Optimization exercise on an open flow, not production practice. RTL: at most simulated, not proved equivalent. The clock port is an ideal driver here. Power: default activity.

<file path="design/flow/flow/run.sh">
#!/bin/bash
# The standard layout (standard.sh, standard synthesis script), with:
#  * DONT_USE_CELLS: the platform's list plus the larger drive strengths of
#    the logic cells (flow/dont_use.txt), so that synthesis maps the
#    single-gate modules of the RTL to the smallest cells;
#  * port buffers of the smallest buffer cell (buf_1) instead of the cell
#    buffer_ports picks by default;
#  * a clock tree of clkbuf_4 cells, one sink cluster and no dummy loads.
# The whole output of the flow goes to standard_flow.log; ORFS keeps each
# step's log under orfs/logs/.
set -euo pipefail
here=$(cd "$(dirname "$0")" && pwd)
DONT_USE=$(cat "$here/dont_use.txt")
CTS="-sink_clustering_enable -repair_clock_nets -dont_use_dummy_load"
CTS="$CTS -buf_list sky130_fd_sc_hd__clkbuf_4 -root_buf sky130_fd_sc_hd__clkbuf_4"
CTS="$CTS -sink_clustering_buffer sky130_fd_sc_hd__clkbuf_4"
CTS="$CTS -sink_clustering_size 30 -sink_clustering_max_diameter 300"
bash standard.sh "DONT_USE_CELLS=$DONT_USE" \
    "BUFFER_PORTS_ARGS=-buffer_cell sky130_fd_sc_hd__buf_1" \
    "CTS_ARGS=$CTS" finish > standard_flow.log 2>&1
</file>
<file path="design/flow/standard.sh">
#!/bin/bash
# synth_recipe.tcl (not shown) runs the flow's synth.tcl, then flattens the netlist and writes it again
# the make line also repeats each setting of config.mk as NAME=value (left out here)
make -C /OpenROAD-flow-scripts/flow DESIGN_CONFIG=/design/flow/config.mk WORK_HOME=/design/flow/orfs CLKGATE_MAP_FILE= SYNTH_SCRIPT=/design/flow/synth_recipe.tcl "${@:-finish}"
</file>
<file path="design/flow/design.v">
module rc5_decoder (
    input  wire        clk,
    input  wire        rst,           
    input  wire        req_valid,
    input  wire [35:0] req,
    input  wire [31:0] LOW_BOUND,
    input  wire [31:0] HIGH_BOUND,
    output wire [16:0] rsp,
    output wire        available,
    output wire        evt_en,
    output wire        tick_clr
);
    reg        p1, p0;
    reg [13:0] shn;                  
    wire [31:0] ticks = req[31:0];
    wire [15:0] w     = req[15:0];
    wire        o2    = req[35];
    wire        o1    = req[34];
    wire        o0    = req[33];
    wire [32:1] lc, hc;
    wire t_n0;
    rc5_inv   u_ti0 (.a(ticks[0]), .y(t_n0));
    rc5_nor2  u_lc0 (.a(t_n0), .b(LOW_BOUND[0]), .y(lc[1]));    
    rc5_nand2 u_hc0 (.a(t_n0), .b(HIGH_BOUND[0]), .y(hc[1]));    
    wire t_n1, l_nor1, l_nand1, h_nor1, h_nand1;
    rc5_inv   u_ti1 (.a(ticks[1]), .y(t_n1));
    rc5_nor2  u_lo1 (.a(t_n1), .b(LOW_BOUND[1]), .y(l_nor1));
    rc5_nand2 u_la1 (.a(t_n1), .b(LOW_BOUND[1]), .y(l_nand1));
    rc5_nor2  u_ho1 (.a(t_n1), .b(HIGH_BOUND[1]), .y(h_nor1));
    rc5_nand2 u_ha1 (.a(t_n1), .b(HIGH_BOUND[1]), .y(h_nand1));
    rc5_o21ai u_lc1 (.a1(l_nor1), .a2(lc[1]), .b1(l_nand1), .y(lc[2]));
    rc5_o21ai u_hc1 (.a1(h_nor1), .a2(hc[1]), .b1(h_nand1), .y(hc[2]));
    wire t_n2;
    rc5_inv   u_ti2 (.a(ticks[2]), .y(t_n2));
    rc5_maj3  u_lc2 (.a(t_n2), .b(LOW_BOUND[2]), .c(lc[2]), .y(lc[3]));
    rc5_maj3  u_hc2 (.a(t_n2), .b(HIGH_BOUND[2]), .c(hc[2]), .y(hc[3]));
    wire t_n3;
    rc5_inv   u_ti3 (.a(ticks[3]), .y(t_n3));
    rc5_maj3  u_lc3 (.a(t_n3), .b(LOW_BOUND[3]), .c(lc[3]), .y(lc[4]));
    rc5_maj3  u_hc3 (.a(t_n3), .b(HIGH_BOUND[3]), .c(hc[3]), .y(hc[4]));
    wire t_n4;
    rc5_inv   u_ti4 (.a(ticks[4]), .y(t_n4));
    rc5_maj3  u_lc4 (.a(t_n4), .b(LOW_BOUND[4]), .c(lc[4]), .y(lc[5]));
    rc5_maj3  u_hc4 (.a(t_n4), .b(HIGH_BOUND[4]), .c(hc[4]), .y(hc[5]));
    wire t_n5;
    rc5_inv   u_ti5 (.a(ticks[5]), .y(t_n5));
    rc5_maj3  u_lc5 (.a(t_n5), .b(LOW_BOUND[5]), .c(lc[5]), .y(lc[6]));
    rc5_maj3  u_hc5 (.a(t_n5), .b(HIGH_BOUND[5]), .c(hc[5]), .y(hc[6]));
    wire t_n6;
    rc5_inv   u_ti6 (.a(ticks[6]), .y(t_n6));
    rc5_maj3  u_lc6 (.a(t_n6), .b(LOW_BOUND[6]), .c(lc[6]), .y(lc[7]));
    rc5_maj3  u_hc6 (.a(t_n6), .b(HIGH_BOUND[6]), .c(hc[6]), .y(hc[7]));
    wire lb_n7, hb_n7, l_and7, l_or7, h_and7, h_or7;
    rc5_inv   u_li7 (.a(LOW_BOUND[7]), .y(lb_n7));
    rc5_inv   u_hi7 (.a(HIGH_BOUND[7]), .y(hb_n7));
    rc5_nor2  u_la7 (.a(ticks[7]), .b(lb_n7), .y(l_and7));
    rc5_nand2 u_lo7 (.a(ticks[7]), .b(lb_n7), .y(l_or7));
    rc5_nor2  u_ha7 (.a(ticks[7]), .b(hb_n7), .y(h_and7));
    rc5_nand2 u_ho7 (.a(ticks[7]), .b(hb_n7), .y(h_or7));
    rc5_o21ai u_lc7 (.a1(l_and7), .a2(lc[7]), .b1(l_or7), .y(lc[8]));
    rc5_o21ai u_hc7 (.a1(h_and7), .a2(hc[7]), .b1(h_or7), .y(hc[8]));
    wire t_n8, l_nor8, l_nand8, h_nor8, h_nand8;
    rc5_inv   u_ti8 (.a(ticks[8]), .y(t_n8));
    rc5_nor2  u_lo8 (.a(t_n8), .b(LOW_BOUND[8]), .y(l_nor8));
    rc5_nand2 u_la8 (.a(t_n8), .b(LOW_BOUND[8]), .y(l_nand8));
    rc5_nor2  u_ho8 (.a(t_n8), .b(HIGH_BOUND[8]), .y(h_nor8));
    rc5_nand2 u_ha8 (.a(t_n8), .b(HIGH_BOUND[8]), .y(h_nand8));
    rc5_o21ai u_lc8 (.a1(l_nor8), .a2(lc[8]), .b1(l_nand8), .y(lc[9]));
    rc5_o21ai u_hc8 (.a1(h_nor8), .a2(hc[8]), .b1(h_nand8), .y(hc[9]));
    wire lb_n9, hb_n9, l_and9, l_or9, h_and9, h_or9;
    rc5_inv   u_li9 (.a(LOW_BOUND[9]), .y(lb_n9));
    rc5_inv   u_hi9 (.a(HIGH_BOUND[9]), .y(hb_n9));
    rc5_nor2  u_la9 (.a(ticks[9]), .b(lb_n9), .y(l_and9));
    rc5_nand2 u_lo9 (.a(ticks[9]), .b(lb_n9), .y(l_or9));
    rc5_nor2  u_ha9 (.a(ticks[9]), .b(hb_n9), .y(h_and9));
    rc5_nand2 u_ho9 (.a(ticks[9]), .b(hb_n9), .y(h_or9));
    rc5_o21ai u_lc9 (.a1(l_and9), .a2(lc[9]), .b1(l_or9), .y(lc[10]));
    rc5_o21ai u_hc9 (.a1(h_and9), .a2(hc[9]), .b1(h_or9), .y(hc[10]));
    wire t_n10, l_nor10, l_nand10, h_nor10, h_nand10;
    rc5_inv   u_ti10 (.a(ticks[10]), .y(t_n10));
    rc5_nor2  u_lo10 (.a(t_n10), .b(LOW_BOUND[10]), .y(l_nor10));
    rc5_nand2 u_la10 (.a(t_n10), .b(LOW_BOUND[10]), .y(l_nand10));
    rc5_nor2  u_ho10 (.a(t_n10), .b(HIGH_BOUND[10]), .y(h_nor10));
    rc5_nand2 u_ha10 (.a(t_n10), .b(HIGH_BOUND[10]), .y(h_nand10));
    rc5_o21ai u_lc10 (.a1(l_nor10), .a2(lc[10]), .b1(l_nand10), .y(lc[11]));
    rc5_o21ai u_hc10 (.a1(h_nor10), .a2(hc[10]), .b1(h_nand10), .y(hc[11]));
    wire lb_n11, hb_n11, l_and11, l_or11, h_and11, h_or11;
    rc5_inv   u_li11 (.a(LOW_BOUND[11]), .y(lb_n11));
    rc5_inv   u_hi11 (.a(HIGH_BOUND[11]), .y(hb_n11));
    rc5_nor2  u_la11 (.a(ticks[11]), .b(lb_n11), .y(l_and11));
    rc5_nand2 u_lo11 (.a(ticks[11]), .b(lb_n11), .y(l_or11));
    rc5_nor2  u_ha11 (.a(ticks[11]), .b(hb_n11), .y(h_and11));
    rc5_nand2 u_ho11 (.a(ticks[11]), .b(hb_n11), .y(h_or11));
    rc5_o21ai u_lc11 (.a1(l_and11), .a2(lc[11]), .b1(l_or11), .y(lc[12]));
    rc5_o21ai u_hc11 (.a1(h_and11), .a2(hc[11]), .b1(h_or11), .y(hc[12]));
    wire t_n12, l_nor12, l_nand12, h_nor12, h_nand12;
    rc5_inv   u_ti12 (.a(ticks[12]), .y(t_n12));
    rc5_nor2  u_lo12 (.a(t_n12), .b(LOW_BOUND[12]), .y(l_nor12));
    rc5_nand2 u_la12 (.a(t_n12), .b(LOW_BOUND[12]), .y(l_nand12));
    rc5_nor2  u_ho12 (.a(t_n12), .b(HIGH_BOUND[12]), .y(h_nor12));
    rc5_nand2 u_ha12 (.a(t_n12), .b(HIGH_BOUND[12]), .y(h_nand12));
    rc5_o21ai u_lc12 (.a1(l_nor12), .a2(lc[12]), .b1(l_nand12), .y(lc[13]));
    rc5_o21ai u_hc12 (.a1(h_nor12), .a2(hc[12]), .b1(h_nand12), .y(hc[13]));
    wire lb_n13, hb_n13, l_and13, l_or13, h_and13, h_or13;
    rc5_inv   u_li13 (.a(LOW_BOUND[13]), .y(lb_n13));
    rc5_inv   u_hi13 (.a(HIGH_BOUND[13]), .y(hb_n13));
    rc5_nor2  u_la13 (.a(ticks[13]), .b(lb_n13), .y(l_and13));
    rc5_nand2 u_lo13 (.a(ticks[13]), .b(lb_n13), .y(l_or13));
    rc5_nor2  u_ha13 (.a(ticks[13]), .b(hb_n13), .y(h_and13));
    rc5_nand2 u_ho13 (.a(ticks[13]), .b(hb_n13), .y(h_or13));
    rc5_o21ai u_lc13 (.a1(l_and13), .a2(lc[13]), .b1(l_or13), .y(lc[14]));
    rc5_o21ai u_hc13 (.a1(h_and13), .a2(hc[13]), .b1(h_or13), .y(hc[14]));
    wire t_n14, l_nor14, l_nand14, h_nor14, h_nand14;
    rc5_inv   u_ti14 (.a(ticks[14]), .y(t_n14));
    rc5_nor2  u_lo14 (.a(t_n14), .b(LOW_BOUND[14]), .y(l_nor14));
    rc5_nand2 u_la14 (.a(t_n14), .b(LOW_BOUND[14]), .y(l_nand14));
    rc5_nor2  u_ho14 (.a(t_n14), .b(HIGH_BOUND[14]), .y(h_nor14));
    rc5_nand2 u_ha14 (.a(t_n14), .b(HIGH_BOUND[14]), .y(h_nand14));
    rc5_o21ai u_lc14 (.a1(l_nor14), .a2(lc[14]), .b1(l_nand14), .y(lc[15]));
    rc5_o21ai u_hc14 (.a1(h_nor14), .a2(hc[14]), .b1(h_nand14), .y(hc[15]));
    wire lb_n15, hb_n15, l_and15, l_or15, h_and15, h_or15;
    rc5_inv   u_li15 (.a(LOW_BOUND[15]), .y(lb_n15));
    rc5_inv   u_hi15 (.a(HIGH_BOUND[15]), .y(hb_n15));
    rc5_nor2  u_la15 (.a(ticks[15]), .b(lb_n15), .y(l_and15));
    rc5_nand2 u_lo15 (.a(ticks[15]), .b(lb_n15), .y(l_or15));
    rc5_nor2  u_ha15 (.a(ticks[15]), .b(hb_n15), .y(h_and15));
    rc5_nand2 u_ho15 (.a(ticks[15]), .b(hb_n15), .y(h_or15));
    rc5_o21ai u_lc15 (.a1(l_and15), .a2(lc[15]), .b1(l_or15), .y(lc[16]));
    rc5_o21ai u_hc15 (.a1(h_and15), .a2(hc[15]), .b1(h_or15), .y(hc[16]));
    wire t_n16, l_nor16, l_nand16, h_nor16, h_nand16;
    rc5_inv   u_ti16 (.a(ticks[16]), .y(t_n16));
    rc5_nor2  u_lo16 (.a(t_n16), .b(LOW_BOUND[16]), .y(l_nor16));
    rc5_nand2 u_la16 (.a(t_n16), .b(LOW_BOUND[16]), .y(l_nand16));
    rc5_nor2  u_ho16 (.a(t_n16), .b(HIGH_BOUND[16]), .y(h_nor16));
    rc5_nand2 u_ha16 (.a(t_n16), .b(HIGH_BOUND[16]), .y(h_nand16));
    rc5_o21ai u_lc16 (.a1(l_nor16), .a2(lc[16]), .b1(l_nand16), .y(lc[17]));
    rc5_o21ai u_hc16 (.a1(h_nor16), .a2(hc[16]), .b1(h_nand16), .y(hc[17]));
    wire lb_n17, hb_n17, l_and17, l_or17, h_and17, h_or17;
    rc5_inv   u_li17 (.a(LOW_BOUND[17]), .y(lb_n17));
    rc5_inv   u_hi17 (.a(HIGH_BOUND[17]), .y(hb_n17));
    rc5_nor2  u_la17 (.a(ticks[17]), .b(lb_n17), .y(l_and17));
    rc5_nand2 u_lo17 (.a(ticks[17]), .b(lb_n17), .y(l_or17));
    rc5_nor2  u_ha17 (.a(ticks[17]), .b(hb_n17), .y(h_and17));
    rc5_nand2 u_ho17 (.a(ticks[17]), .b(hb_n17), .y(h_or17));
    rc5_o21ai u_lc17 (.a1(l_and17), .a2(lc[17]), .b1(l_or17), .y(lc[18]));
    rc5_o21ai u_hc17 (.a1(h_and17), .a2(hc[17]), .b1(h_or17), .y(hc[18]));
    wire t_n18, l_nor18, l_nand18, h_nor18, h_nand18;
    rc5_inv   u_ti18 (.a(ticks[18]), .y(t_n18));
    rc5_nor2  u_lo18 (.a(t_n18), .b(LOW_BOUND[18]), .y(l_nor18));
    rc5_nand2 u_la18 (.a(t_n18), .b(LOW_BOUND[18]), .y(l_nand18));
    rc5_nor2  u_ho18 (.a(t_n18), .b(HIGH_BOUND[18]), .y(h_nor18));
    rc5_nand2 u_ha18 (.a(t_n18), .b(HIGH_BOUND[18]), .y(h_nand18));
    rc5_o21ai u_lc18 (.a1(l_nor18), .a2(lc[18]), .b1(l_nand18), .y(lc[19]));
    rc5_o21ai u_hc18 (.a1(h_nor18), .a2(hc[18]), .b1(h_nand18), .y(hc[19]));
    wire lb_n19, hb_n19, l_and19, l_or19, h_and19, h_or19;
    rc5_inv   u_li19 (.a(LOW_BOUND[19]), .y(lb_n19));
    rc5_inv   u_hi19 (.a(HIGH_BOUND[19]), .y(hb_n19));
    rc5_nor2  u_la19 (.a(ticks[19]), .b(lb_n19), .y(l_and19));
    rc5_nand2 u_lo19 (.a(ticks[19]), .b(lb_n19), .y(l_or19));
    rc5_nor2  u_ha19 (.a(ticks[19]), .b(hb_n19), .y(h_and19));
    rc5_nand2 u_ho19 (.a(ticks[19]), .b(hb_n19), .y(h_or19));
    rc5_o21ai u_lc19 (.a1(l_and19), .a2(lc[19]), .b1(l_or19), .y(lc[20]));
    rc5_o21ai u_hc19 (.a1(h_and19), .a2(hc[19]), .b1(h_or19), .y(hc[20]));
    wire t_n20, l_nor20, l_nand20, h_nor20, h_nand20;
    rc5_inv   u_ti20 (.a(ticks[20]), .y(t_n20));
    rc5_nor2  u_lo20 (.a(t_n20), .b(LOW_BOUND[20]), .y(l_nor20));
    rc5_nand2 u_la20 (.a(t_n20), .b(LOW_BOUND[20]), .y(l_nand20));
    rc5_nor2  u_ho20 (.a(t_n20), .b(HIGH_BOUND[20]), .y(h_nor20));
    rc5_nand2 u_ha20 (.a(t_n20), .b(HIGH_BOUND[20]), .y(h_nand20));
    rc5_o21ai u_lc20 (.a1(l_nor20), .a2(lc[20]), .b1(l_nand20), .y(lc[21]));
    rc5_o21ai u_hc20 (.a1(h_nor20), .a2(hc[20]), .b1(h_nand20), .y(hc[21]));
    wire lb_n21, hb_n21, l_and21, l_or21, h_and21, h_or21;
    rc5_inv   u_li21 (.a(LOW_BOUND[21]), .y(lb_n21));
    rc5_inv   u_hi21 (.a(HIGH_BOUND[21]), .y(hb_n21));
    rc5_nor2  u_la21 (.a(ticks[21]), .b(lb_n21), .y(l_and21));
    rc5_nand2 u_lo21 (.a(ticks[21]), .b(lb_n21), .y(l_or21));
    rc5_nor2  u_ha21 (.a(ticks[21]), .b(hb_n21), .y(h_and21));
    rc5_nand2 u_ho21 (.a(ticks[21]), .b(hb_n21), .y(h_or21));
    rc5_o21ai u_lc21 (.a1(l_and21), .a2(lc[21]), .b1(l_or21), .y(lc[22]));
    rc5_o21ai u_hc21 (.a1(h_and21), .a2(hc[21]), .b1(h_or21), .y(hc[22]));
    wire t_n22, l_nor22, l_nand22, h_nor22, h_nand22;
    rc5_inv   u_ti22 (.a(ticks[22]), .y(t_n22));
    rc5_nor2  u_lo22 (.a(t_n22), .b(LOW_BOUND[22]), .y(l_nor22));
    rc5_nand2 u_la22 (.a(t_n22), .b(LOW_BOUND[22]), .y(l_nand22));
    rc5_nor2  u_ho22 (.a(t_n22), .b(HIGH_BOUND[22]), .y(h_nor22));
    rc5_nand2 u_ha22 (.a(t_n22), .b(HIGH_BOUND[22]), .y(h_nand22));
    rc5_o21ai u_lc22 (.a1(l_nor22), .a2(lc[22]), .b1(l_nand22), .y(lc[23]));
    rc5_o21ai u_hc22 (.a1(h_nor22), .a2(hc[22]), .b1(h_nand22), .y(hc[23]));
    wire lb_n23, hb_n23, l_and23, l_or23, h_and23, h_or23;
    rc5_inv   u_li23 (.a(LOW_BOUND[23]), .y(lb_n23));
    rc5_inv   u_hi23 (.a(HIGH_BOUND[23]), .y(hb_n23));
    rc5_nor2  u_la23 (.a(ticks[23]), .b(lb_n23), .y(l_and23));
    rc5_nand2 u_lo23 (.a(ticks[23]), .b(lb_n23), .y(l_or23));
    rc5_nor2  u_ha23 (.a(ticks[23]), .b(hb_n23), .y(h_and23));
    rc5_nand2 u_ho23 (.a(ticks[23]), .b(hb_n23), .y(h_or23));
    rc5_o21ai u_lc23 (.a1(l_and23), .a2(lc[23]), .b1(l_or23), .y(lc[24]));
    rc5_o21ai u_hc23 (.a1(h_and23), .a2(hc[23]), .b1(h_or23), .y(hc[24]));
    wire t_n24, l_nor24, l_nand24, h_nor24, h_nand24;
    rc5_inv   u_ti24 (.a(ticks[24]), .y(t_n24));
    rc5_nor2  u_lo24 (.a(t_n24), .b(LOW_BOUND[24]), .y(l_nor24));
    rc5_nand2 u_la24 (.a(t_n24), .b(LOW_BOUND[24]), .y(l_nand24));
    rc5_nor2  u_ho24 (.a(t_n24), .b(HIGH_BOUND[24]), .y(h_nor24));
    rc5_nand2 u_ha24 (.a(t_n24), .b(HIGH_BOUND[24]), .y(h_nand24));
    rc5_o21ai u_lc24 (.a1(l_nor24), .a2(lc[24]), .b1(l_nand24), .y(lc[25]));
    rc5_o21ai u_hc24 (.a1(h_nor24), .a2(hc[24]), .b1(h_nand24), .y(hc[25]));
    wire lb_n25, hb_n25, l_and25, l_or25, h_and25, h_or25;
    rc5_inv   u_li25 (.a(LOW_BOUND[25]), .y(lb_n25));
    rc5_inv   u_hi25 (.a(HIGH_BOUND[25]), .y(hb_n25));
    rc5_nor2  u_la25 (.a(ticks[25]), .b(lb_n25), .y(l_and25));
    rc5_nand2 u_lo25 (.a(ticks[25]), .b(lb_n25), .y(l_or25));
    rc5_nor2  u_ha25 (.a(ticks[25]), .b(hb_n25), .y(h_and25));
    rc5_nand2 u_ho25 (.a(ticks[25]), .b(hb_n25), .y(h_or25));
    rc5_o21ai u_lc25 (.a1(l_and25), .a2(lc[25]), .b1(l_or25), .y(lc[26]));
    rc5_o21ai u_hc25 (.a1(h_and25), .a2(hc[25]), .b1(h_or25), .y(hc[26]));
    wire t_n26, l_nor26, l_nand26, h_nor26, h_nand26;
    rc5_inv   u_ti26 (.a(ticks[26]), .y(t_n26));
    rc5_nor2  u_lo26 (.a(t_n26), .b(LOW_BOUND[26]), .y(l_nor26));
    rc5_nand2 u_la26 (.a(t_n26), .b(LOW_BOUND[26]), .y(l_nand26));
    rc5_nor2  u_ho26 (.a(t_n26), .b(HIGH_BOUND[26]), .y(h_nor26));
    rc5_nand2 u_ha26 (.a(t_n26), .b(HIGH_BOUND[26]), .y(h_nand26));
    rc5_o21ai u_lc26 (.a1(l_nor26), .a2(lc[26]), .b1(l_nand26), .y(lc[27]));
    rc5_o21ai u_hc26 (.a1(h_nor26), .a2(hc[26]), .b1(h_nand26), .y(hc[27]));
    wire lb_n27, hb_n27, l_and27, l_or27, h_and27, h_or27;
    rc5_inv   u_li27 (.a(LOW_BOUND[27]), .y(lb_n27));
    rc5_inv   u_hi27 (.a(HIGH_BOUND[27]), .y(hb_n27));
    rc5_nor2  u_la27 (.a(ticks[27]), .b(lb_n27), .y(l_and27));
    rc5_nand2 u_lo27 (.a(ticks[27]), .b(lb_n27), .y(l_or27));
    rc5_nor2  u_ha27 (.a(ticks[27]), .b(hb_n27), .y(h_and27));
    rc5_nand2 u_ho27 (.a(ticks[27]), .b(hb_n27), .y(h_or27));
    rc5_o21ai u_lc27 (.a1(l_and27), .a2(lc[27]), .b1(l_or27), .y(lc[28]));
    rc5_o21ai u_hc27 (.a1(h_and27), .a2(hc[27]), .b1(h_or27), .y(hc[28]));
    wire t_n28, l_nor28, l_nand28, h_nor28, h_nand28;
    rc5_inv   u_ti28 (.a(ticks[28]), .y(t_n28));
    rc5_nor2  u_lo28 (.a(t_n28), .b(LOW_BOUND[28]), .y(l_nor28));
    rc5_nand2 u_la28 (.a(t_n28), .b(LOW_BOUND[28]), .y(l_nand28));
    rc5_nor2  u_ho28 (.a(t_n28), .b(HIGH_BOUND[28]), .y(h_nor28));
    rc5_nand2 u_ha28 (.a(t_n28), .b(HIGH_BOUND[28]), .y(h_nand28));
    rc5_o21ai u_lc28 (.a1(l_nor28), .a2(lc[28]), .b1(l_nand28), .y(lc[29]));
    rc5_o21ai u_hc28 (.a1(h_nor28), .a2(hc[28]), .b1(h_nand28), .y(hc[29]));
    wire lb_n29, hb_n29, l_and29, l_or29, h_and29, h_or29;
    rc5_inv   u_li29 (.a(LOW_BOUND[29]), .y(lb_n29));
    rc5_inv   u_hi29 (.a(HIGH_BOUND[29]), .y(hb_n29));
    rc5_nor2  u_la29 (.a(ticks[29]), .b(lb_n29), .y(l_and29));
    rc5_nand2 u_lo29 (.a(ticks[29]), .b(lb_n29), .y(l_or29));
    rc5_nor2  u_ha29 (.a(ticks[29]), .b(hb_n29), .y(h_and29));
    rc5_nand2 u_ho29 (.a(ticks[29]), .b(hb_n29), .y(h_or29));
    rc5_o21ai u_lc29 (.a1(l_and29), .a2(lc[29]), .b1(l_or29), .y(lc[30]));
    rc5_o21ai u_hc29 (.a1(h_and29), .a2(hc[29]), .b1(h_or29), .y(hc[30]));
    wire t_n30, l_nor30, l_nand30, h_nor30, h_nand30;
    rc5_inv   u_ti30 (.a(ticks[30]), .y(t_n30));
    rc5_nor2  u_lo30 (.a(t_n30), .b(LOW_BOUND[30]), .y(l_nor30));
    rc5_nand2 u_la30 (.a(t_n30), .b(LOW_BOUND[30]), .y(l_nand30));
    rc5_nor2  u_ho30 (.a(t_n30), .b(HIGH_BOUND[30]), .y(h_nor30));
    rc5_nand2 u_ha30 (.a(t_n30), .b(HIGH_BOUND[30]), .y(h_nand30));
    rc5_o21ai u_lc30 (.a1(l_nor30), .a2(lc[30]), .b1(l_nand30), .y(lc[31]));
    rc5_o21ai u_hc30 (.a1(h_nor30), .a2(hc[30]), .b1(h_nand30), .y(hc[31]));
    wire lb_n31, hb_n31, l_and31, l_or31, h_and31, h_or31;
    rc5_inv   u_li31 (.a(LOW_BOUND[31]), .y(lb_n31));
    rc5_inv   u_hi31 (.a(HIGH_BOUND[31]), .y(hb_n31));
    rc5_nor2  u_la31 (.a(ticks[31]), .b(lb_n31), .y(l_and31));
    rc5_nand2 u_lo31 (.a(ticks[31]), .b(lb_n31), .y(l_or31));
    rc5_nor2  u_ha31 (.a(ticks[31]), .b(hb_n31), .y(h_and31));
    rc5_nand2 u_ho31 (.a(ticks[31]), .b(hb_n31), .y(h_or31));
    rc5_o21ai u_lc31 (.a1(l_and31), .a2(lc[31]), .b1(l_or31), .y(lc[32]));
    rc5_o21ai u_hc31 (.a1(h_and31), .a2(hc[31]), .b1(h_or31), .y(hc[32]));
    wire is_long;
    rc5_nor2b u_long (.a(hc[32]), .b(lc[32]), .y(is_long));    
    wire en, x10, nd, deliver, arm_n;
    rc5_or2    u_en   (.a(p1), .b(p0), .y(en));                        
    rc5_xor2   u_x10  (.a(o1), .b(o0), .y(x10));
    rc5_nand3  u_nd   (.a(req_valid), .b(x10), .c(en), .y(nd));
    rc5_nor3   u_dlv  (.a(nd), .b(o2), .c(rst), .y(deliver));
    assign tick_clr = deliver;
    rc5_nand4b u_arm  (.a(o2), .b(req_valid), .c(o1), .d(o0), .y(arm_n));  
    wire eL_n, eP;
    rc5_mux2i  u_el   (.s(o0), .a1(is_long), .a0(req[1]), .y(eL_n));    
    rc5_mux2   u_ep   (.s(o0), .a1(req[32]), .a0(req[0]), .y(eP));
    wire nb, y_bad, m_err_n, err, emit, d_a, d_b, done;
    rc5_xnor2  u_nb   (.a(shn[0]), .b(p0), .y(nb));                    
    rc5_xnor2  u_ybad (.a(eP), .b(nb), .y(y_bad));                     
    rc5_maj3   u_merr (.a(eL_n), .b(shn[13]), .c(p0), .y(m_err_n));
    rc5_nand2b u_err  (.a(y_bad), .b(m_err_n), .y(err));               
    rc5_nand2  u_emit (.a(p0), .b(eL_n), .y(emit));                    
    rc5_nor2   u_da   (.a(nb), .b(shn[12]), .y(d_a));                  
    rc5_nor2   u_db   (.a(shn[0]), .b(shn[13]), .y(d_b));              
    rc5_mux2   u_done (.s(emit), .a1(d_a), .a0(d_b), .y(done));
    wire p1_d, p1_m_n, z, p0_d, p0_m_n, p1_nx, p0_nx;
    rc5_o21ai  u_p1d  (.a1(err), .a2(done), .b1(p1), .y(p1_d));         
    rc5_mux2i  u_p1m  (.s(deliver), .a1(p1_d), .a0(p1), .y(p1_m_n));
    rc5_nor3b  u_p1n  (.a(rst), .b(p1_m_n), .c(arm_n), .y(p1_nx));
    rc5_nor2b  u_z    (.a(d_a), .b(emit), .y(z));                      
    rc5_or3b   u_p0d  (.a(err), .b(z), .c(p1), .y(p0_d));              
    rc5_mux2i  u_p0m  (.s(deliver), .a1(p0_d), .a0(p0), .y(p0_m_n));
    rc5_a21oi  u_p0n2 (.a1(arm_n), .a2(p0_m_n), .b1(rst), .y(p0_nx));    
    wire p1_n, sft_n, shift, h13_n, nbit_n;
    rc5_inv    u_p1n2 (.a(p1), .y(p1_n));
    rc5_nand3  u_sft  (.a(deliver), .b(p1), .c(emit), .y(sft_n));      
    rc5_o21a   u_shf  (.a1(p1_n), .a2(emit), .b1(deliver), .y(shift));  
    rc5_or2    u_h13  (.a(shift), .b(rst), .y(h13_n));                 
    rc5_nor2b  u_nbit (.a(nb), .b(p1), .y(nbit_n));                    
    wire [13:0] shn_nx;
    genvar k;
    generate
        for (k = 1; k < 13; k = k + 1) begin : g_sh
            rc5_o22a u_sh (.a1(sft_n), .a2(shn[k-1]), .b1(shift), .b2(shn[k]), .y(shn_nx[k]));
        end
    endgenerate
    rc5_mux2 u_sh0  (.s(shift), .a1(nbit_n), .a0(shn[0]), .y(shn_nx[0]));
    rc5_o22a u_sh13 (.a1(sft_n), .a2(shn[12]), .b1(h13_n), .b2(shn[13]), .y(shn_nx[13]));
    always @(posedge clk) begin
        p1  <= p1_nx;
        p0  <= p0_nx;
        shn <= shn_nx;
    end
    wire g, avail, ga_n, take_n, xcmd, xtog, xaddr;
    rc5_and3b  u_g    (.a(rst), .b(req_valid), .c(o2), .y(g));         
    rc5_nor2   u_av   (.a(en), .b(shn[13]), .y(avail));                
    rc5_nand2  u_ga   (.a(g), .b(avail), .y(ga_n));
    rc5_or3    u_take (.a(o1), .b(o0), .c(ga_n), .y(take_n));          
    rc5_and3b  u_xc   (.a(o1), .b(g), .c(o0), .y(xcmd));
    rc5_and3b  u_xt   (.a(o0), .b(g), .c(o1), .y(xtog));
    rc5_and3   u_xa   (.a(g), .b(o1), .c(o0), .y(xaddr));
    assign available = avail;
    assign evt_en    = en;
    rc5_o31a   u_r16  (.a1(o1), .a2(o0), .a3(avail), .b1(g), .y(rsp[16]));
    assign rsp[15:14] = 2'b00;
    generate
        for (k = 6; k < 14; k = k + 1) begin : g_rw
            rc5_nor2 u_r (.a(take_n), .b(shn[k]), .y(rsp[k]));
        end
        for (k = 1; k < 5; k = k + 1) begin : g_rc
            wire c_n, a_n;
            rc5_nand2  u_c (.a(xcmd), .b(w[k]), .y(c_n));
            rc5_nand2  u_a (.a(xaddr), .b(w[k+6]), .y(a_n));
            rc5_o211ai u_r (.a1(take_n), .a2(shn[k]), .b1(c_n), .c1(a_n), .y(rsp[k]));
        end
    endgenerate
    wire r5_c, r0_ct, r0_a;
    rc5_nand2  u_r5c (.a(xcmd), .b(w[5]), .y(r5_c));
    rc5_o21ai  u_r5  (.a1(take_n), .a2(shn[5]), .b1(r5_c), .y(rsp[5]));
    rc5_a22oi  u_r0c (.a1(xcmd), .a2(w[0]), .b1(xtog), .b2(w[11]), .y(r0_ct));
    rc5_nand2  u_r0a (.a(xaddr), .b(w[6]), .y(r0_a));
    rc5_o211ai u_r0  (.a1(take_n), .a2(shn[0]), .b1(r0_ct), .c1(r0_a), .y(rsp[0]));
endmodule
module rc5_inv    (input wire a, output wire y);                          assign y = ~a;                  endmodule
module rc5_nand2  (input wire a, input wire b, output wire y);            assign y = ~(a & b);            endmodule
module rc5_nor2   (input wire a, input wire b, output wire y);            assign y = ~(a | b);            endmodule
module rc5_or2    (input wire a, input wire b, output wire y);            assign y = a | b;               endmodule
module rc5_xor2   (input wire a, input wire b, output wire y);            assign y = a ^ b;               endmodule
module rc5_xnor2  (input wire a, input wire b, output wire y);            assign y = ~(a ^ b);            endmodule
module rc5_nor2b  (input wire a, input wire b, output wire y);            assign y = ~a & b;              endmodule
module rc5_nand2b (input wire a, input wire b, output wire y);            assign y = a | ~b;              endmodule
module rc5_nand3  (input wire a, input wire b, input wire c, output wire y); assign y = ~(a & b & c);     endmodule
module rc5_nor3   (input wire a, input wire b, input wire c, output wire y); assign y = ~(a | b | c);     endmodule
module rc5_and3   (input wire a, input wire b, input wire c, output wire y); assign y = a & b & c;        endmodule
module rc5_and3b  (input wire a, input wire b, input wire c, output wire y); assign y = ~a & b & c;       endmodule
module rc5_nor3b  (input wire a, input wire b, input wire c, output wire y); assign y = ~a & ~b & c;      endmodule
module rc5_or3b   (input wire a, input wire b, input wire c, output wire y); assign y = a | b | ~c;       endmodule
module rc5_maj3   (input wire a, input wire b, input wire c, output wire y); assign y = (a & b) | (c & (a | b)); endmodule
module rc5_nand4b (input wire a, input wire b, input wire c, input wire d, output wire y); assign y = ~(~a & b & c & d); endmodule
module rc5_mux2   (input wire s, input wire a1, input wire a0, output wire y); assign y = s ? a1 : a0;     endmodule
module rc5_mux2i  (input wire s, input wire a1, input wire a0, output wire y); assign y = ~(s ? a1 : a0);  endmodule
module rc5_o21ai  (input wire a1, input wire a2, input wire b1, output wire y); assign y = ~((a1 | a2) & b1); endmodule
module rc5_or3    (input wire a, input wire b, input wire c, output wire y); assign y = a | b | c;        endmodule
module rc5_o21a   (input wire a1, input wire a2, input wire b1, output wire y); assign y = (a1 | a2) & b1;  endmodule
module rc5_o22a   (input wire a1, input wire a2, input wire b1, input wire b2, output wire y);
    assign y = (a1 | a2) & (b1 | b2);
endmodule
module rc5_o211ai (input wire a1, input wire a2, input wire b1, input wire c1, output wire y);
    assign y = ~((a1 | a2) & b1 & c1);
endmodule
module rc5_a21oi  (input wire a1, input wire a2, input wire b1, output wire y); assign y = ~((a1 & a2) | b1); endmodule
module rc5_o31a   (input wire a1, input wire a2, input wire a3, input wire b1, output wire y);
    assign y = (a1 | a2 | a3) & b1;
endmodule
module rc5_a22oi  (input wire a1, input wire a2, input wire b1, input wire b2, output wire y);
    assign y = ~((a1 & a2) | (b1 & b2));
endmodule
</file>
<file path="design/flow/config.mk">
export PLATFORM = sky130hd
export DESIGN_NAME = rc5_decoder
export DESIGN_NICKNAME = rc5_decoder
export VERILOG_FILES = /design/flow/design.v
export SDC_FILE = /design/flow/constraint.sdc
export NUM_CORES = 4
export LEC_CHECK = 0
export CAP_MARGIN = 20
export CORE_MARGIN = 2
export CORE_UTILIZATION = 40
export SLEW_MARGIN = 20
export SYNTH_HIERARCHICAL = 1
export SYNTH_MINIMUM_KEEP_SIZE = 0
</file>
<file path="design/flow/flow/dont_use.txt">
sky130_fd_sc_hd__probe_p_8 sky130_fd_sc_hd__probec_p_8 sky130_fd_sc_hd__lpflow_bleeder_1 sky130_fd_sc_hd__lpflow_bleeder_1 sky130_fd_sc_hd__lpflow_clkbufkapwr_1 sky130_fd_sc_hd__lpflow_clkbufkapwr_16 sky130_fd_sc_hd__lpflow_clkbufkapwr_2 sky130_fd_sc_hd__lpflow_clkbufkapwr_4 sky130_fd_sc_hd__lpflow_clkbufkapwr_8 sky130_fd_sc_hd__lpflow_clkinvkapwr_1 sky130_fd_sc_hd__lpflow_clkinvkapwr_16 sky130_fd_sc_hd__lpflow_clkinvkapwr_2 sky130_fd_sc_hd__lpflow_clkinvkapwr_4 sky130_fd_sc_hd__lpflow_clkinvkapwr_8 sky130_fd_sc_hd__lpflow_decapkapwr_12 sky130_fd_sc_hd__lpflow_decapkapwr_3 sky130_fd_sc_hd__lpflow_decapkapwr_4 sky130_fd_sc_hd__lpflow_decapkapwr_6 sky130_fd_sc_hd__lpflow_decapkapwr_8 sky130_fd_sc_hd__lpflow_inputiso0n_1 sky130_fd_sc_hd__lpflow_inputiso0p_1 sky130_fd_sc_hd__lpflow_inputiso1n_1 sky130_fd_sc_hd__lpflow_inputiso1p_1 sky130_fd_sc_hd__lpflow_inputisolatch_1 sky130_fd_sc_hd__lpflow_isobufsrc_1 sky130_fd_sc_hd__lpflow_isobufsrc_16 sky130_fd_sc_hd__lpflow_isobufsrc_2 sky130_fd_sc_hd__lpflow_isobufsrc_4 sky130_fd_sc_hd__lpflow_isobufsrc_8 sky130_fd_sc_hd__lpflow_isobufsrckapwr_16 sky130_fd_sc_hd__lpflow_lsbuf_lh_hl_isowell_tap_1 sky130_fd_sc_hd__lpflow_lsbuf_lh_hl_isowell_tap_2 sky130_fd_sc_hd__lpflow_lsbuf_lh_hl_isowell_tap_4 sky130_fd_sc_hd__lpflow_lsbuf_lh_isowell_4 sky130_fd_sc_hd__lpflow_lsbuf_lh_isowell_tap_1 sky130_fd_sc_hd__lpflow_lsbuf_lh_isowell_tap_2 sky130_fd_sc_hd__lpflow_lsbuf_lh_isowell_tap_4  sky130_fd_sc_hd__a2111o_2 sky130_fd_sc_hd__a2111o_4 sky130_fd_sc_hd__a2111oi_2 sky130_fd_sc_hd__a2111oi_4 sky130_fd_sc_hd__a211o_2 sky130_fd_sc_hd__a211o_4 sky130_fd_sc_hd__a211oi_2 sky130_fd_sc_hd__a211oi_4 sky130_fd_sc_hd__a21bo_2 sky130_fd_sc_hd__a21bo_4 sky130_fd_sc_hd__a21boi_2 sky130_fd_sc_hd__a21boi_4 sky130_fd_sc_hd__a21o_2 sky130_fd_sc_hd__a21o_4 sky130_fd_sc_hd__a21oi_2 sky130_fd_sc_hd__a21oi_4 sky130_fd_sc_hd__a221o_2 sky130_fd_sc_hd__a221o_4 sky130_fd_sc_hd__a221oi_2 sky130_fd_sc_hd__a221oi_4 sky130_fd_sc_hd__a22o_2 sky130_fd_sc_hd__a22o_4 sky130_fd_sc_hd__a22oi_2 sky130_fd_sc_hd__a22oi_4 sky130_fd_sc_hd__a2bb2o_2 sky130_fd_sc_hd__a2bb2o_4 sky130_fd_sc_hd__a2bb2oi_2 sky130_fd_sc_hd__a2bb2oi_4 sky130_fd_sc_hd__a311o_2 sky130_fd_sc_hd__a311o_4 sky130_fd_sc_hd__a311oi_2 sky130_fd_sc_hd__a311oi_4 sky130_fd_sc_hd__a31o_2 sky130_fd_sc_hd__a31o_4 sky130_fd_sc_hd__a31oi_2 sky130_fd_sc_hd__a31oi_4 sky130_fd_sc_hd__a32o_2 sky130_fd_sc_hd__a32o_4 sky130_fd_sc_hd__a32oi_2 sky130_fd_sc_hd__a32oi_4 sky130_fd_sc_hd__a41o_2 sky130_fd_sc_hd__a41o_4 sky130_fd_sc_hd__a41oi_2 sky130_fd_sc_hd__a41oi_4 sky130_fd_sc_hd__and2_2 sky130_fd_sc_hd__and2_4 sky130_fd_sc_hd__and2b_2 sky130_fd_sc_hd__and2b_4 sky130_fd_sc_hd__and3_2 sky130_fd_sc_hd__and3_4 sky130_fd_sc_hd__and3b_2 sky130_fd_sc_hd__and3b_4 sky130_fd_sc_hd__and4_2 sky130_fd_sc_hd__and4_4 sky130_fd_sc_hd__and4b_2 sky130_fd_sc_hd__and4b_4 sky130_fd_sc_hd__and4bb_2 sky130_fd_sc_hd__and4bb_4 sky130_fd_sc_hd__dfbbn_2 sky130_fd_sc_hd__dfrbp_2 sky130_fd_sc_hd__dfrtp_2 sky130_fd_sc_hd__dfrtp_4 sky130_fd_sc_hd__dfsbp_2 sky130_fd_sc_hd__dfstp_2 sky130_fd_sc_hd__dfstp_4 sky130_fd_sc_hd__dlclkp_2 sky130_fd_sc_hd__dlclkp_4 sky130_fd_sc_hd__dlrbn_2 sky130_fd_sc_hd__dlrbp_2 sky130_fd_sc_hd__dlrtn_2 sky130_fd_sc_hd__dlrtn_4 sky130_fd_sc_hd__dlrtp_2 sky130_fd_sc_hd__dlrtp_4 sky130_fd_sc_hd__dlxbn_2 sky130_fd_sc_hd__dlxtn_2 sky130_fd_sc_hd__dlxtn_4 sky130_fd_sc_hd__ebufn_2 sky130_fd_sc_hd__ebufn_4 sky130_fd_sc_hd__ebufn_8 sky130_fd_sc_hd__einvn_2 sky130_fd_sc_hd__einvn_4 sky130_fd_sc_hd__einvn_8 sky130_fd_sc_hd__einvp_2 sky130_fd_sc_hd__einvp_4 sky130_fd_sc_hd__einvp_8 sky130_fd_sc_hd__fa_2 sky130_fd_sc_hd__fa_4 sky130_fd_sc_hd__ha_2 sky130_fd_sc_hd__ha_4 sky130_fd_sc_hd__inv_12 sky130_fd_sc_hd__inv_16 sky130_fd_sc_hd__inv_2 sky130_fd_sc_hd__inv_4 sky130_fd_sc_hd__inv_6 sky130_fd_sc_hd__inv_8 sky130_fd_sc_hd__maj3_2 sky130_fd_sc_hd__maj3_4 sky130_fd_sc_hd__mux2_2 sky130_fd_sc_hd__mux2_4 sky130_fd_sc_hd__mux2_8 sky130_fd_sc_hd__mux2i_2 sky130_fd_sc_hd__mux2i_4 sky130_fd_sc_hd__mux4_2 sky130_fd_sc_hd__mux4_4 sky130_fd_sc_hd__nand2_2 sky130_fd_sc_hd__nand2_4 sky130_fd_sc_hd__nand2_8 sky130_fd_sc_hd__nand2b_2 sky130_fd_sc_hd__nand2b_4 sky130_fd_sc_hd__nand3_2 sky130_fd_sc_hd__nand3_4 sky130_fd_sc_hd__nand3b_2 sky130_fd_sc_hd__nand3b_4 sky130_fd_sc_hd__nand4_2 sky130_fd_sc_hd__nand4_4 sky130_fd_sc_hd__nand4b_2 sky130_fd_sc_hd__nand4b_4 sky130_fd_sc_hd__nand4bb_2 sky130_fd_sc_hd__nand4bb_4 sky130_fd_sc_hd__nor2_2 sky130_fd_sc_hd__nor2_4 sky130_fd_sc_hd__nor2_8 sky130_fd_sc_hd__nor2b_2 sky130_fd_sc_hd__nor2b_4 sky130_fd_sc_hd__nor3_2 sky130_fd_sc_hd__nor3_4 sky130_fd_sc_hd__nor3b_2 sky130_fd_sc_hd__nor3b_4 sky130_fd_sc_hd__nor4_2 sky130_fd_sc_hd__nor4_4 sky130_fd_sc_hd__nor4b_2 sky130_fd_sc_hd__nor4b_4 sky130_fd_sc_hd__nor4bb_2 sky130_fd_sc_hd__nor4bb_4 sky130_fd_sc_hd__o2111a_2 sky130_fd_sc_hd__o2111a_4 sky130_fd_sc_hd__o2111ai_2 sky130_fd_sc_hd__o2111ai_4 sky130_fd_sc_hd__o211a_2 sky130_fd_sc_hd__o211a_4 sky130_fd_sc_hd__o211ai_2 sky130_fd_sc_hd__o211ai_4 sky130_fd_sc_hd__o21a_2 sky130_fd_sc_hd__o21a_4 sky130_fd_sc_hd__o21ai_2 sky130_fd_sc_hd__o21ai_4 sky130_fd_sc_hd__o21ba_2 sky130_fd_sc_hd__o21ba_4 sky130_fd_sc_hd__o21bai_2 sky130_fd_sc_hd__o21bai_4 sky130_fd_sc_hd__o221a_2 sky130_fd_sc_hd__o221a_4 sky130_fd_sc_hd__o221ai_2 sky130_fd_sc_hd__o221ai_4 sky130_fd_sc_hd__o22a_2 sky130_fd_sc_hd__o22a_4 sky130_fd_sc_hd__o22ai_2 sky130_fd_sc_hd__o22ai_4 sky130_fd_sc_hd__o2bb2a_2 sky130_fd_sc_hd__o2bb2a_4 sky130_fd_sc_hd__o2bb2ai_2 sky130_fd_sc_hd__o2bb2ai_4 sky130_fd_sc_hd__o311a_2 sky130_fd_sc_hd__o311a_4 sky130_fd_sc_hd__o311ai_2 sky130_fd_sc_hd__o311ai_4 sky130_fd_sc_hd__o31a_2 sky130_fd_sc_hd__o31a_4 sky130_fd_sc_hd__o31ai_2 sky130_fd_sc_hd__o31ai_4 sky130_fd_sc_hd__o32a_2 sky130_fd_sc_hd__o32a_4 sky130_fd_sc_hd__o32ai_2 sky130_fd_sc_hd__o32ai_4 sky130_fd_sc_hd__o41a_2 sky130_fd_sc_hd__o41a_4 sky130_fd_sc_hd__o41ai_2 sky130_fd_sc_hd__o41ai_4 sky130_fd_sc_hd__or2_2 sky130_fd_sc_hd__or2_4 sky130_fd_sc_hd__or2b_2 sky130_fd_sc_hd__or2b_4 sky130_fd_sc_hd__or3_2 sky130_fd_sc_hd__or3_4 sky130_fd_sc_hd__or3b_2 sky130_fd_sc_hd__or3b_4 sky130_fd_sc_hd__or4_2 sky130_fd_sc_hd__or4_4 sky130_fd_sc_hd__or4b_2 sky130_fd_sc_hd__or4b_4 sky130_fd_sc_hd__or4bb_2 sky130_fd_sc_hd__or4bb_4 sky130_fd_sc_hd__sdfbbn_2 sky130_fd_sc_hd__sdfrbp_2 sky130_fd_sc_hd__sdfrtp_2 sky130_fd_sc_hd__sdfrtp_4 sky130_fd_sc_hd__sdfsbp_2 sky130_fd_sc_hd__sdfstp_2 sky130_fd_sc_hd__sdfstp_4 sky130_fd_sc_hd__sdfxbp_2 sky130_fd_sc_hd__sdfxtp_2 sky130_fd_sc_hd__sdfxtp_4 sky130_fd_sc_hd__sdlclkp_2 sky130_fd_sc_hd__sdlclkp_4 sky130_fd_sc_hd__sedfxbp_2 sky130_fd_sc_hd__sedfxtp_2 sky130_fd_sc_hd__sedfxtp_4 sky130_fd_sc_hd__xnor2_2 sky130_fd_sc_hd__xnor2_4 sky130_fd_sc_hd__xnor3_2 sky130_fd_sc_hd__xnor3_4 sky130_fd_sc_hd__xor2_2 sky130_fd_sc_hd__xor2_4 sky130_fd_sc_hd__xor3_2 sky130_fd_sc_hd__xor3_4
</file>
<file path="design/flow/constraint.sdc">
create_clock -name core_clock -period 8.0 [get_ports {clk}]
set_input_delay 1.6000 -clock core_clock [delete_from_list [all_inputs] [get_ports {clk}]]
set_output_delay 1.6000 -clock core_clock [all_outputs]
set_load 0.01 [all_outputs]
</file>
==> qor.yml, run 1 <==
post_dp_cell_area_sq_um: 2280
pin_count: 123
wl_per_cell_um: 10.7
stdcell_area_sq_um: 2320
wl_mm: 5.18
seq_area_frac_synth_pct: 18.2
grt_pass1_wl_mm: 8.48
fin_util_pct: 54.1
wl_met2_mm: 2.41
dp_hpwl_mm: 4.42
die_w_um: 70.4
antenna_found_initial: 0
period_minus_slack_ns: 7.31
reg2regPathDepth: 5
dr_wl_met3_um: 429
netlist_area_sq_um: 1760
finalPower_uw: 229
cts_made_buffers: 3
synthDistinctLibCells: 29
grt_usage_pct: 20.2
clockBufferDepth: 2
wl_met1_mm: 2.30
setup_ws_ns: 0.691
die_h_um: 70.4
insertion_delay_ns: 0.28
clk_pin_slew_ns: 0.09
drv_slew: 0
fin_crit_sh_pct: 91.4
drt-pass1-iter-count: 4
syn_to_final_growth_pct: 31.7
grt_pass1_vias: 2071
rows: 24
rsz0062_at_grt: "no"
drv_cap: 0
arrival_ns: 7.47
peakVddDrop_mv: 0.107
final-hold-violation-count: 0
grt_max_degree: 15
core_sq_um: 4290
drcViolationCount: 0
cts_max_level: 1
cp_common_cell: "o21ai_1"
drive_gt1_share_pct: 2.08
vias: 2300
antenna_left: 0
diodes: 0
slew_headroom_pct: 58.6
leakagePower_nw: 1.03
start_util_pct: 41.1
cts_tree: "yes"
synthCells: 307
final.setup.tns_ns: 0
skew_ns: 0.0120
end_kind: "register"
critPathLaunchType: "input pin"
die_area_sq_um: 4950
synth.yosys.warnings: 7
finalNetCount: 537
status: "no timing/DRC/antenna violations"
cp_max_fo: 4
cp.required_ns: 8.16
tightest_slew_ns: 0.616
overflow: 0
io_buffers: 120
post_synth.cell_area_avg_sq_um: 5.74
worstSetupPathType: "in2reg"
place_ws_ns: 0.0296
fmax_mhz: 137
vias_per_cell: 4.75
whs_path_depth: 1
initialDrtViolationCount: 119
numClockSinks: 16
power_density_nw_per_um2: 98.5
gp_congestion: 0.855
finalSetupViolCount: 0
cpPeakStageDelay_ns: 0.37
top_layer_used: "met4"
hp-class: "reg2reg"
ys_seq_elements: 16
cp_slowest_cell: "or3b_1"
root_buffer: "clkbuf_4"
==> cell usage after synthesis, drive strengths merged <==
library cell | count | share of area, %
mux2i | 3 | 1.7
dfxtp | 16 | 18
and3 | 1 | 0.36
xnor2 | 2 | 0.99
o22a | 13 | 6.5
o211ai | 5 | 2.1
or3b | 1 | 0.50
nor3 | 1 | 0.28
a22oi | 1 | 0.43
mux2 | 3 | 1.9
nand3 | 2 | 0.57
nand4b | 1 | 0.50
buf | 2 | 0.85
and3b | 3 | 1.5
o21a | 1 | 0.43
a21oi | 1 | 0.28
conb | 1 | 0.21
or3 | 1 | 0.36
maj3 | 11 | 6.2
nor3b | 1 | 0.43
nand2b | 1 | 0.36
o21ai | 54 | 15
o31a | 1 | 0.50
nor2b | 3 | 1.1
or2 | 2 | 0.71
xor2 | 1 | 0.50
nand2 | 65 | 14
inv | 46 | 9.8
nor2 | 64 | 14
==> timing repair <==
item	CTS	global route
endpoints found under the setup margin	0	16
setup buffers	0	1
gates resized for setup	0	6
hold buffers	0	0
==> cell usage in the layout, fill, tap and decap left out <==
cell type / Yosys / layout
nor2_1: 64 / 64
or3b_1: 1 / 1
clkbuf_4: 0 / 3
a22oi_1: 1 / 1
a21oi_1: 1 / 1
nand2b_1: 1 / 1
inv_1: 46 / 45
o31a_1: 1 / 1
or3_1: 1 / 1
o21ai_1: 54 / 54
mux2_1: 3 / 3
xor2_1: 1 / 1
conb_1: 1 / 2
nand3_1: 2 / 2
nor3_1: 1 / 1
o22a_1: 13 / 13
clkinv_4: 0 / 1
clkbuf_2: 0 / 1
and3b_1: 3 / 3
o211ai_1: 5 / 5
nor3b_1: 1 / 1
nor2b_1: 3 / 3
xnor2_1: 2 / 2
nand2_1: 65 / 65
buf_1: 0 / 118
maj3_1: 11 / 11
o21a_1: 1 / 1
mux2i_1: 3 / 3
dfxtp_1: 16 / 16
buf_4: 2 / 4
and3_1: 1 / 1
or2_1: 2 / 2
nand4b_1: 1 / 1
==> path summary, 6_finish.rpt <==
| path | from | end | slack [ns] |
|---|---|---|---|
| worst min register to register | shn[9]$_DFF_P_ | shn[10]$_DFF_P_ | 0.51 |
| worst max register to register | p0$_DFF_P_ | shn[0]$_DFF_P_ | 6.11 |
| worst max-delay path | req[1] | p0$_DFF_P_ | 0.69 |
| worst min-delay path | shn[9]$_DFF_P_ | shn[10]$_DFF_P_ | 0.51 |
==> logic make-up (layout without fill, tap and decap cells) <==
kind of cell               after synthesis  in the layout  synth area share [%]
AOI/OAI and AO/OA                       76             76                  25.6
DFF                                     16             16                  18.2
and+or+nand+nor                        146            146                  34.1
muxes                                    6              6                  3.62
xor gates and xnor gates                 3              3                  1.49
adders and majority gates               11             11                  6.25
other                                    1              2                 0.213
buffers and inverters                   48            172                  10.6
==> report_power, final <==
group          leakage, nW  switching (mW)  internal, mW
clock network       0.0138          0.0222        0.0174
logic                0.889          0.0447        0.0435
registers            0.132         0.00907        0.0918
==> layout make-up <==
cell class / count / area, sq um
timing repair buffer: 123 / 478
clock buffer: 3 / 22.5
tap: 52 / 65.1
multi-input combinational: 244 / 1260
sequential: 16 / 320
fill: 467 / 1970
inverter: 46 / 178
==> per-module statistics from Yosys (local to each module, per instance), excerpt <==
module      times used  flops+latches  cell area (sq um)
rc5_o22a            13              0               8.76
rc5_mux2i            3              0               10.0
rc5_nand2b           1              0               6.26
rc5_or3b             1              0               8.76
rc5_mux2             3              0               11.3
rc5_and3             1              0               6.26
rc5_o21ai           54              0               5.00
rc5_o21a             1              0               7.51
rc5_nand3            2              0               5.00
rc5_nor3b            1              0               7.51
rc5_nand2           65              0               3.75
rc5_o211ai           5              0               7.51
==> metal layers <==
metal,up-vias,global-route usage [%]
met5,-,0
met4,0,4.91
met3,4,2.74
met2,67,36.6
met1,978,25.0
li1,1251,-
==> per-stage QoR <==
| stage | instances | hold slack (ns) |
|---|---|---|
| 2_1_floorplan | 308 | 0.474 |
| 6_report | 484 | 0.510 |
| 4_1_cts | 483 | 0.517 |
| 3_5_place_dp | 480 | 0.492 |
| 5_1_grt | 484 | 0.541 |
| 3_3_place_gp | 480 | 0.496 |
==> registers in the layout (all words and copies together), names as in the netlist <==
register,cells
shn,14
p1,1
p0,1
==> critical path: cells and delay by family <==
kind                     cells  cell delay [ns]
AO/OA/AOI/OAI               27             2.79
adder cells (fa/ha/maj)      6             1.95
AND/OR/NAND/NOR              4             0.60
multiplexers                 2             0.33
buffers and inverters        2             0.16
==> run 2: changes to the inputs <==
--- a/design/flow/design.v
+++ b/design/flow/design.v
@@ -267,3 +267,3 @@
     rc5_nor2b u_long (.a(hc[32]), .b(lc[32]), .y(is_long));    
-    wire en, x10, nd, deliver, arm_n;
+    wire en, x10, nd, deliver, arm;
     rc5_or2    u_en   (.a(p1), .b(p0), .y(en));                        
@@ -273,3 +273,3 @@
     assign tick_clr = deliver;
-    rc5_nand4b u_arm  (.a(o2), .b(req_valid), .c(o1), .d(o0), .y(arm_n));  
+    rc5_and4b  u_arm  (.a(o2), .b(req_valid), .c(o1), .d(o0), .y(arm));    
     wire eL_n, eP;
@@ -286,16 +286,17 @@
     rc5_mux2   u_done (.s(emit), .a1(d_a), .a0(d_b), .y(done));
-    wire p1_d, p1_m_n, z, p0_d, p0_m_n, p1_nx, p0_nx;
+    wire p1_d, p1_m_n, z, dp_n, x_n, w_n, p1_nx, p0_nx;
     rc5_o21ai  u_p1d  (.a1(err), .a2(done), .b1(p1), .y(p1_d));         
     rc5_mux2i  u_p1m  (.s(deliver), .a1(p1_d), .a0(p1), .y(p1_m_n));
-    rc5_nor3b  u_p1n  (.a(rst), .b(p1_m_n), .c(arm_n), .y(p1_nx));
-    rc5_nor2b  u_z    (.a(d_a), .b(emit), .y(z));                      
-    rc5_or3b   u_p0d  (.a(err), .b(z), .c(p1), .y(p0_d));              
-    rc5_mux2i  u_p0m  (.s(deliver), .a1(p0_d), .a0(p0), .y(p0_m_n));
-    rc5_a21oi  u_p0n2 (.a1(arm_n), .a2(p0_m_n), .b1(rst), .y(p0_nx));    
-    wire p1_n, sft_n, shift, h13_n, nbit_n;
+    rc5_nor3   u_p1n  (.a(rst), .b(arm), .c(p1_m_n), .y(p1_nx));
+    rc5_a21oi  u_z    (.a1(p0), .a2(eL_n), .b1(d_a), .y(z));            
+    rc5_nand2  u_dp   (.a(deliver), .b(p1), .y(dp_n));
+    rc5_a21oi  u_x    (.a1(p0), .a2(dp_n), .b1(arm), .y(x_n));
+    rc5_o21ai  u_w    (.a1(err), .a2(z), .b1(deliver), .y(w_n));
+    rc5_a21oi  u_p0n  (.a1(x_n), .a2(w_n), .b1(rst), .y(p0_nx));
+    wire p1_n, sft_n, hold, shift, h13_n;
     rc5_inv    u_p1n2 (.a(p1), .y(p1_n));
     rc5_nand3  u_sft  (.a(deliver), .b(p1), .c(emit), .y(sft_n));      
-    rc5_o21a   u_shf  (.a1(p1_n), .a2(emit), .b1(deliver), .y(shift));  
-    rc5_or2    u_h13  (.a(shift), .b(rst), .y(h13_n));                 
-    rc5_nor2b  u_nbit (.a(nb), .b(p1), .y(nbit_n));                    
+    rc5_o21ai  u_hold (.a1(p1_n), .a2(emit), .b1(deliver), .y(hold));  
+    rc5_inv    u_shf  (.a(hold), .y(shift));
+    rc5_nand2b u_h13  (.a(rst), .b(hold), .y(h13_n));                  
     wire [13:0] shn_nx;
@@ -307,3 +308,3 @@
     endgenerate
-    rc5_mux2 u_sh0  (.s(shift), .a1(nbit_n), .a0(shn[0]), .y(shn_nx[0]));
+    rc5_a2bb2o u_sh0 (.a1_n(sft_n), .a2_n(nb), .b1(hold), .b2(shn[0]), .y(shn_nx[0]));
     rc5_o22a u_sh13 (.a1(sft_n), .a2(shn[12]), .b1(h13_n), .b2(shn[13]), .y(shn_nx[13]));
@@ -359,3 +360,3 @@
 module rc5_maj3   (input wire a, input wire b, input wire c, output wire y); assign y = (a & b) | (c & (a | b)); endmodule
-module rc5_nand4b (input wire a, input wire b, input wire c, input wire d, output wire y); assign y = ~(~a & b & c & d); endmodule
+module rc5_and4b  (input wire a, input wire b, input wire c, input wire d, output wire y); assign y = ~a & b & c & d;    endmodule
 module rc5_mux2   (input wire s, input wire a1, input wire a0, output wire y); assign y = s ? a1 : a0;     endmodule
@@ -371,2 +372,5 @@
 endmodule
+module rc5_a2bb2o (input wire a1_n, input wire a2_n, input wire b1, input wire b2, output wire y);
+    assign y = (~a1_n & ~a2_n) | (b1 & b2);
+endmodule
 module rc5_a21oi  (input wire a1, input wire a2, input wire b1, output wire y); assign y = ~((a1 & a2) | b1); endmodule
--- a/design/flow/flow/run.sh
+++ b/design/flow/flow/run.sh
@@ -7,3 +7,5 @@
 #    buffer_ports picks by default;
-#  * a clock tree of clkbuf_4 cells, one sink cluster and no dummy loads.
+#  * a clock tree of clkbuf_4 cells, one sink cluster and no dummy loads,
+#    which flow/post_cts.tcl (run at the end of the CTS step) collapses to
+#    its root buffer, sized to clkbuf_8, driving all 16 registers.
 # The whole output of the flow goes to standard_flow.log; ORFS keeps each
@@ -19,2 +21,2 @@
     "BUFFER_PORTS_ARGS=-buffer_cell sky130_fd_sc_hd__buf_1" \
-    "CTS_ARGS=$CTS" finish > standard_flow.log 2>&1
+    "CTS_ARGS=$CTS" "POST_CTS_TCL=$here/post_cts.tcl" finish > standard_flow.log 2>&1
==> design/flow/flow/post_cts.tcl (new file) <==
# Run by the CTS step after clock_tree_synthesis (POST_CTS_TCL): collapse
# the two-level clock tree built for these 16 registers to its root
# buffer, sized up to clkbuf_8, which then drives every register.
set db    [ord::get_db]
set block [ord::get_db_block]
set clk_port_net [$block findNet clk]
set roots {}
foreach it [$clk_port_net getITerms] {
  lappend roots [$it getInst]
}
if { [llength $roots] == 1 } {
  set root [lindex $roots 0]
  set root_net [[$root findITerm X] getNet]
  set leaves {}
  foreach it [$root_net getITerms] {
    set inst [$it getInst]
    if { [$it isInputSignal] && [string match "*clkbuf*" [[$inst getMaster] getName]] } {
      lappend leaves $inst
    }
  }
  foreach inst $leaves {
    set leaf_net [[$inst findITerm X] getNet]
    set sinks {}
    foreach s [$leaf_net getITerms] {
      if { [$s isInputSignal] } { lappend sinks $s }
    }
    foreach s $sinks {
      $s disconnect
      $s connect $root_net
    }
    puts "post_cts: removed [$inst getName] ([[$inst getMaster] getName]), [llength $sinks] sinks moved to [$root_net getName]"
    odb::dbInst_destroy $inst
    odb::dbNet_destroy $leaf_net
  }
  $root swapMaster [$db findMaster sky130_fd_sc_hd__clkbuf_8]
  puts "post_cts: root [$root getName] is now [[$root getMaster] getName]"
  detailed_placement
  check_placement -verbose
  estimate_parasitics -placement
  report_clock_skew
  report_worst_slack -max
  report_worst_slack -min
} else {
  puts "post_cts: clock port drives [llength $roots] cells, left as it is"
}
--- a/design/flow/config.mk
+++ b/design/flow/config.mk
@@ -7,6 +7,7 @@
 export LEC_CHECK = 0
-export CAP_MARGIN = 20
+export CAP_MARGIN = 0
 export CORE_MARGIN = 2
 export CORE_UTILIZATION = 40
-export SLEW_MARGIN = 20
+export SETUP_SLACK_MARGIN = -1.0
+export SLEW_MARGIN = 0
 export SYNTH_HIERARCHICAL = 1
==> qor.yml, run 2 <==
diodes: 0  # unchanged
dp_hpwl_mm: 4.57  # was 4.42 mm
vias: 2307  # was 2300
insertion_delay_ns: 0.15  # was 0.28 ns
leakagePower_nw: 1.02  # was 1.03 nW
io_buffers: 120  # unchanged
critPathLaunchType: "input pin"  # unchanged
synth_area_leader_cell: "dfxtp_1"  # unchanged
drive_gt1_share_pct: 0.466  # was 2.08%
synth_async_sr_flop_share_pct: 0  # unchanged
arrival_ns: 7.88  # was 7.47 ns
synth.area.top_cells: "dfxtp_1 18%, o21ai_1 16%, nand2_1 14%"  # was dfxtp_1 18%, o21ai_1 15%, nand2_1 14%
regMostFlops: "shn"  # unchanged
grt_usage_pct: 21.6  # was 20.2%
fin_crit_sh_pct: 97.9  # was 91.4%
fmax_mhz: 128  # was 137 MHz
cp_slowest_cell: "maj3_1"  # was or3b_1
grt_pass1_wl_mm: 8.65  # was 8.48 mm
synth-edff-count: 0  # unchanged
clock_power_share_pct: 13.5  # was 17.3%
hp-class: "reg2reg"  # unchanged
grt_pass1_vias: 2002  # was 2071
use_met1_pct: 30.9  # was 25.0%
drv_slew: 0  # unchanged
dp.cells: 480  # unchanged
period_minus_slack_ns: 7.83  # was 7.31 ns
final-hold-violation-count: 0  # unchanged
slew_headroom_pct: 57.4  # was 58.6%
synth.yosys.warnings: 7  # unchanged
synthDistinctLibCells: 27  # was 29
syn_to_final_growth_pct: 30.1  # was 31.7%
reg2reg_setup_slack_ns: 5.95  # was 6.11 ns
drcViolationCount: 0  # unchanged
largest_reg_flops: 14  # unchanged
peakVddDrop_mv: 0.127  # was 0.107 mV
worstSetupPathType: "in2reg"  # unchanged
tightest_slew_ns: 0.634  # was 0.616 ns
wl_mm: 5.29  # was 5.18 mm
fin_util_pct: 52.9  # was 54.1%
start_util_pct: 40.7  # was 41.1%
vias_per_cell: 4.80  # was 4.75
die_area_sq_um: 4910  # was 4950 sq um
drv_cap: 0  # unchanged
nFillCells: 496  # was 467
end_kind: "register"  # unchanged
seq_area_frac_synth_pct: 18.3  # was 18.2%
layout_commonest_cell: "buf_1"  # unchanged
synth_commonest_cells: "66 x nand2_1, 64 x nor2_1, 56 x o21ai_1, 47 x inv_1, 16 x dfxtp_1"  # was 65 x nand2_1, 64 x nor2_1, 54 x o21ai_1, 46 x inv_1, 16 x dfxtp_1
finalPower_uw: 219  # was 229 uW
antenna_left: 0  # unchanged
post_synth.cell_area_avg_sq_um: 5.68  # was 5.74 sq um
netlist_area_sq_um: 1750  # was 1760 sq um
status: "no timing/DRC/antenna violations"  # unchanged
pwr-share-seq_pct: 46.4  # was 44.1%
gp_congestion: 0.817  # was 0.855
initialDrtViolationCount: 92  # was 119
numClockSinks: 16  # unchanged
clk_pin_slew_ns: 0.09  # about the same
cp_max_fo: 12  # was 4
overflow: 0  # unchanged
antenna_found_initial: 0  # unchanged
skew_ns: 0.000614  # was 0.0120 ns
grtUsageMet3_pct: 2.16  # was 2.74%
finalSetupViolCount: 0  # unchanged
grt_max_degree: 17  # was 15
core_sq_um: 4290  # unchanged
wl_per_cell_um: 11.0  # was 10.7 um
p_int_uw: 146  # was 153 uW
ys.flop_type: "dfxtp_1"  # unchanged
synth_most_common_cell: "nand2_1"  # unchanged
switchingPower_uw: 72.4  # was 76.0 uW
cp.required_ns: 8.04  # was 8.16 ns
crit_buf_inv: 3  # was 2
rows: 24  # unchanged
ys_seq_elements: 16  # unchanged
power_density_nw_per_um2: 96.1  # was 98.5 nW/um^2
synth_top_cell_area_share_pct: 18.3  # was 18.2%
final_cell_mix: "120 x buf_1, 66 x nand2_1, 64 x nor2_1"  # was 118 x buf_1, 65 x nand2_1, 64 x nor2_1
grt_busiest_layer: "met2"  # unchanged
combPwrFrac_pct: 40.1  # was 38.6%
die_w_um: 70.1  # was 70.4 um
finalNetCount: 534  # was 537
cpPeakStageDelay_ns: 0.37  # about the same
largest_registers: "shn (14), p0 (1), p1 (1)"  # unchanged
use_met2_pct: 35.7  # was 36.6%
fin_cells: 481  # was 484
drt-pass1-iter-count: 5  # was 4
die_h_um: 70.1  # was 70.4 um
cp_common_cell: "o21ai_1"  # unchanged
place_ws_ns: 0.00629  # was 0.0296 ns
synthCells: 308  # was 307
crit_family: "compound AO/OA/AOI/OAI gates"  # unchanged
pin_count: 123  # unchanged
setup_ws_ns: 0.167  # was 0.691 ns
swShare_pct: 33.1  # was 33.2%
run 2: cell families after synthesis:
| logic type | count (synthesis) | share of synthesized area, % |
|---|---|---|
| flip-flops | 16 | 18.3 |
| XOR/XNOR | 3 | 1.50 |
| AO/OA/AOI/OAI | 80 | 27.0 |
| adder cells (fa/ha/maj) | 11 | 6.30 |
| other | 1 | 0.215 |
| multiplexers | 4 | 2.43 |
| AND/OR/NAND/NOR | 144 | 33.3 |
| buffers and inverters | 49 | 11.0 |
run 2: worst paths after layout:
path,startpoint,end,cells past startpoint
worst min-delay path,shn[6]$_DFF_P_,shn[6]$_DFF_P_,1
worst max-delay path,req[1],shn[11]$_DFF_P_,40
worst max register to register,p0$_DFF_P_,shn[11]$_DFF_P_,6
worst min register to register,shn[6]$_DFF_P_,shn[6]$_DFF_P_,1
run 2: modules after synthesis (local to each module, per instance), a selection:
module | copies in the design | area, sq um | flip-flops and latches | cells
rc5_nor2 | 64 | 3.75 | 0 | 1
rc5_nand2b | 2 | 6.26 | 0 | 1
rc5_or2 | 1 | 6.26 | 0 | 1
rc5_a22oi | 1 | 7.51 | 0 | 1
rc5_nor3 | 2 | 5.00 | 0 | 1
rc5_and3b | 3 | 8.76 | 0 | 1
rc5_a2bb2o | 1 | 8.76 | 0 | 1
run 2: area by class of cell:
| cell class | count | area [sq um] | area share (%) |
|---|---|---|---|
| sequential | 16 | 320 | 14.1 |
| inverter | 47 | 176 | 7.76 |
| multi-input combinational | 244 | 1240 | 54.5 |
| clock buffer | 1 | 13.8 | 0.605 |
| timing repair buffer | 121 | 458 | 20.1 |
| tap | 52 | 65.1 | 2.86 |
run 2: routing by layer:
layer  up-vias  share of wire (%)  routed length (um)
met3         6                8.4                 446
li1       1246                  -                   -
met4         0                1.0                  55
met2        98                 45                2360
met1       957                 46                2430
met5         -                  0                   0
run 2: per-stage QoR:
| step | instance area, sq um | hold slack [ns] | TNS, ns |
|---|---|---|---|
| after floorplan | 1750 | 0.474 | 0 |
| after global placement | 2260 | 0.494 | 0 |
| after detailed placement | 2260 | 0.494 | 0 |
| after global routing | 2270 | 0.548 | -7.36 |
| final | 2270 | 0.514 | 0 |
run 2: power by group through the flow:
stage / Sequential, mW / Clock (mW) / Combinational [mW]
finish: 0.101 / 0.0295 / 0.0876
global route: 0.103 / 0.0338 / 0.102
detailed placement: 0.103 / 0 / 0.0872
global placement: 0.103 / 0 / 0.0857
floorplan: 0.101 / 0 / 0.0556
